Context: an optimization exercise on an open-source flow, tuned for small area. The choices shown serve that exercise and are no tape-out recipe. Where RTL was checked, it was by simulation tests only, not by an equivalence proof against the original. Power is estimated from default activity; no workload was simulated.

Design remi16_core, start of the top module:
module remi16_core (
    input  wire        clk,
    input  wire        rst,           
    input  wire        start,         
    input  wire        mode,          
    output wire        ready,
    output reg         done,
    output wire [1:0]  outcome,       
    output wire [2:0]  fault_code,    
    input  wire [3:0]  dbg_sel,
    output wire [15:0] dbg_rdata,
    input  wire [14:0] prog_n,        
    output wire [13:0] imem_addr,     
    input  wire [31:0] imem_rdata,
    output wire        dmem_req,
    output wire        dmem_we,
    output wire [17:0] dmem_addr,     
    output wire [7:0]  dmem_wdata,
    input  wire        dmem_gnt,
    input  wire [7:0]  dmem_rdata     
);
Size: ~10000 um^2 of cells after synthesis.
export LEC_CHECK = 0
export ABC_AREA = 1
export CAP_MARGIN = 20
export CORE_MARGIN = 2
export CORE_UTILIZATION = 50
export CTS_CLUSTER_DIAMETER = 100
export CTS_CLUSTER_SIZE = 25
export GPL_TIMING_DRIVEN = 0
export PLACE_DENSITY = 0.7
export SETUP_SLACK_MARGIN = 0.1
export SLEW_MARGIN = 20
create_clock -name core_clock -period 6.0 [get_ports {clk}]
standard.sh (not shown) runs the stock make flow with config.mk's settings and CLKGATE_MAP_FILE= SYNTH_SCRIPT=/design/flow/synth_recipe.tcl, a recipe that flattens the netlist after the stock synthesis.
==> flow/flow/run.sh <==
#!/bin/bash
# Own layout flow: the standard synthesis, then the combinational logic
# is re-mapped for area with Yosys/ABC (registers untouched), then the
# standard ORFS steps from floorplan to finish.
set -euo pipefail
R=orfs/results/${FLOW_PLATFORM}/remi16_core/base
LIB=${FLOW_HOME}/platforms/${FLOW_PLATFORM}/lib/sky130_fd_sc_hd__tt_025C_1v80.lib

bash standard.sh synth > run_synth.log 2>&1

cp $R/1_2_yosys.v $R/1_2_yosys_std.v
sed "s#LIBFILE#${LIB}#g" flow/remap.ys > remap_run.ys
yosys -s remap_run.ys > run_remap.log 2>&1
# the netlist changed: rebuild the synthesis database from it
rm -f $R/1_synth.odb $R/1_synth.sdc
touch $R/1_2_yosys.v $R/1_2_yosys.sdc

bash standard.sh BUFFER_PORTS_ARGS="-buffer_cell sky130_fd_sc_hd__buf_1" finish > run_finish.log 2>&1
test -f out/final.def
==> flow/flow/remap.abc <==
strash
dc2
&get -n
&dch -f
&nf -R 1000
&put
strash
&get -n
&dch -f
&nf -R 1000
&put
==> flow/flow/remap.ys <==
# Re-map the combinational logic of the standard synthesis for area.
# The flip-flops (and their instance names) are kept as they are.
read_liberty -ignore_miss_func LIBFILE
read_verilog orfs/results/sky130hd/remi16_core/base/1_2_yosys_std.v
hierarchy -top remi16_core
setattr -mod -set keep_hierarchy 1 sky130_fd_sc_hd__df* sky130_fd_sc_hd__edf* sky130_fd_sc_hd__sdf* sky130_fd_sc_hd__dl*
flatten
opt_clean -purge
opt -full
opt_clean -purge
abc -script flow/remap.abc -liberty LIBFILE -dont_use sky130_fd_sc_hd__lpflow* -dont_use sky130_fd_sc_hd__probe*
opt_clean -purge
hilomap -singleton -hicell sky130_fd_sc_hd__conb_1 HI -locell sky130_fd_sc_hd__conb_1 LO
opt_clean -purge
splitnets
opt_clean -purge
select remi16_core
tee -o remap_stat.txt stat -liberty LIBFILE
write_verilog -noattr -noexpr -nohex -nodec -selected orfs/results/sky130hd/remi16_core/base/1_2_yosys.v
==> next run, changes <==
--- a/flow/design.v
+++ b/flow/design.v
@@ -83,22 +83,29 @@
     end
     wire        swap = second && (state == S_MEM);
     wire [3:0]  amt  = ((sel == 4'd0) ? 4'd0 : ph) ^ {swap, 3'b000};
     wire [31:0] rdbl = {rsel, rsel} << amt;
     wire [15:0] rotp = rdbl[31:16];
     assign dbg_rdata = rotp;
     wire        uselit = is_lit;
     wire [15:0] pv  = (state == S_MEMD) ? {dmem_rdata, bbuf} :
                       uselit ? w[23:8] : rotp;
     wire [13:0] inc = pc[15:2] + 14'd1;
-    wire [15:0] mea = w[0] ? w[23:8] : w[31:16];
-    wire [15:0] acc = mea + {15'd0, second};
+    reg         mea_ld;      
+    reg         c15;         
+    wire [15:0] mea = mea_ld ? w[23:8] : w[31:16];
+    wire [14:0] acc = mea[14:0] + {14'd0, second};
+    wire        acc15 = mea[15] ^ (second & c15);
+    always @(posedge clk) begin
+        mea_ld <= w[0];
+        c15    <= &mea[14:0];
+    end
     wire pcbit = pc[ph];
     wire pbit = uselit ? w[8 + ph] : (sel == 4'd0) ? pcbit : rsel[0];
     reg  qbit;
     integer q;
     always @(*) begin
         qbit = (a1 == 4'd0) & pcbit;
         for (q = 1; q < 16; q = q + 1)
             if (a1 == q[3:0])
                 qbit = qbit | rf[q][0];
     end
@@ -110,23 +117,23 @@
     generate
         for (g = 1; g < 16; g = g + 1) begin : gr
             wire wr = wact && (dst == g);
             wire in = wr ? wd : (rf[g][0] & ~zr);
             always @(posedge clk)
                 rf[g] <= {in, rf[g][15:1]};
         end
     endgenerate
     assign dmem_req   = (state == S_MEM) && !rst;
     assign dmem_we    = ~w[0];
-    assign dmem_addr  = {acc[15] ? ({1'b0, mbl} + 3'd1) : 3'd0, acc[14:0]};
+    assign dmem_addr  = {acc15 ? ({1'b0, mbl} + 3'd1) : 3'd0, acc[14:0]};
     assign dmem_wdata = rotp[7:0];
-    wire bus_bad  = &mea;
+    wire bus_bad  = w[0] ? (&w[23:8]) : (&w[31:16]);
     wire wr_start = (ph[2:0] == 3'd7) && (ph[3] ^ (is_ld && second));
     wire wr_end   = (ph[2:0] == 3'd7) && (is_ld || ph[3]);
     reg pc_ld;
     always @(*) begin
         case (state)
             S_DEC:   pc_ld = !bad_op && !bad_reg && (is_lit || is_mov) && dst0;
             S_MEMD:  pc_ld = second && dst0;
             default: pc_ld = 1'b0;
         endcase
     end
Result:
- The new run passed the timing, DRC and antenna checks
- clock power climbs by about 5%
- clock-buffer cell count climbs by 1
- worst setup slack gets worse by 0.15 ns
- sequential cell count climbs by 2
- combinational power drops by about 16%
- design area climbs by 0.80%
- wire length drops by 1.5%
- critical path depth is unchanged
- worst hold slack gets worse by 0.0043 ns
Function not checked in the second run of this note: the RTL went through the layout flow alone.

[static timing again, ports no longer ideal]
No port has a modelled driver above. Below, the same layouts with a new extraction and two added sets of constraints.
Step 1, drivers: a clkbuf_16 drives clk and a buf_2 each remaining input, both assumed.
Step 2 also shifts input and output timing later by t, the mid clock arrival at the registers, as if the neighbouring blocks saw the same clock.
Three values: ideal ports, drivers, drivers and shift; two values: the first two.
run	t (ns)	slack for setup (ns)	hold WS [ns]	worst slew at a driven data input, ns	pins driven straight from the clock port
the first run	0.538	0.359 / 0.336 / 0.182	0.348 / 0.348 / 0.348	0.06	1
the second run	0.536	0.204 / 0.179 / 0.179	0.344 / 0.344 / 0.344	0.06	1
After both steps setup and hold are still met in every run listed. The setup slack of the first run, which loses most, moves by -0.023 ns with the drivers and by -0.177 ns with both steps.
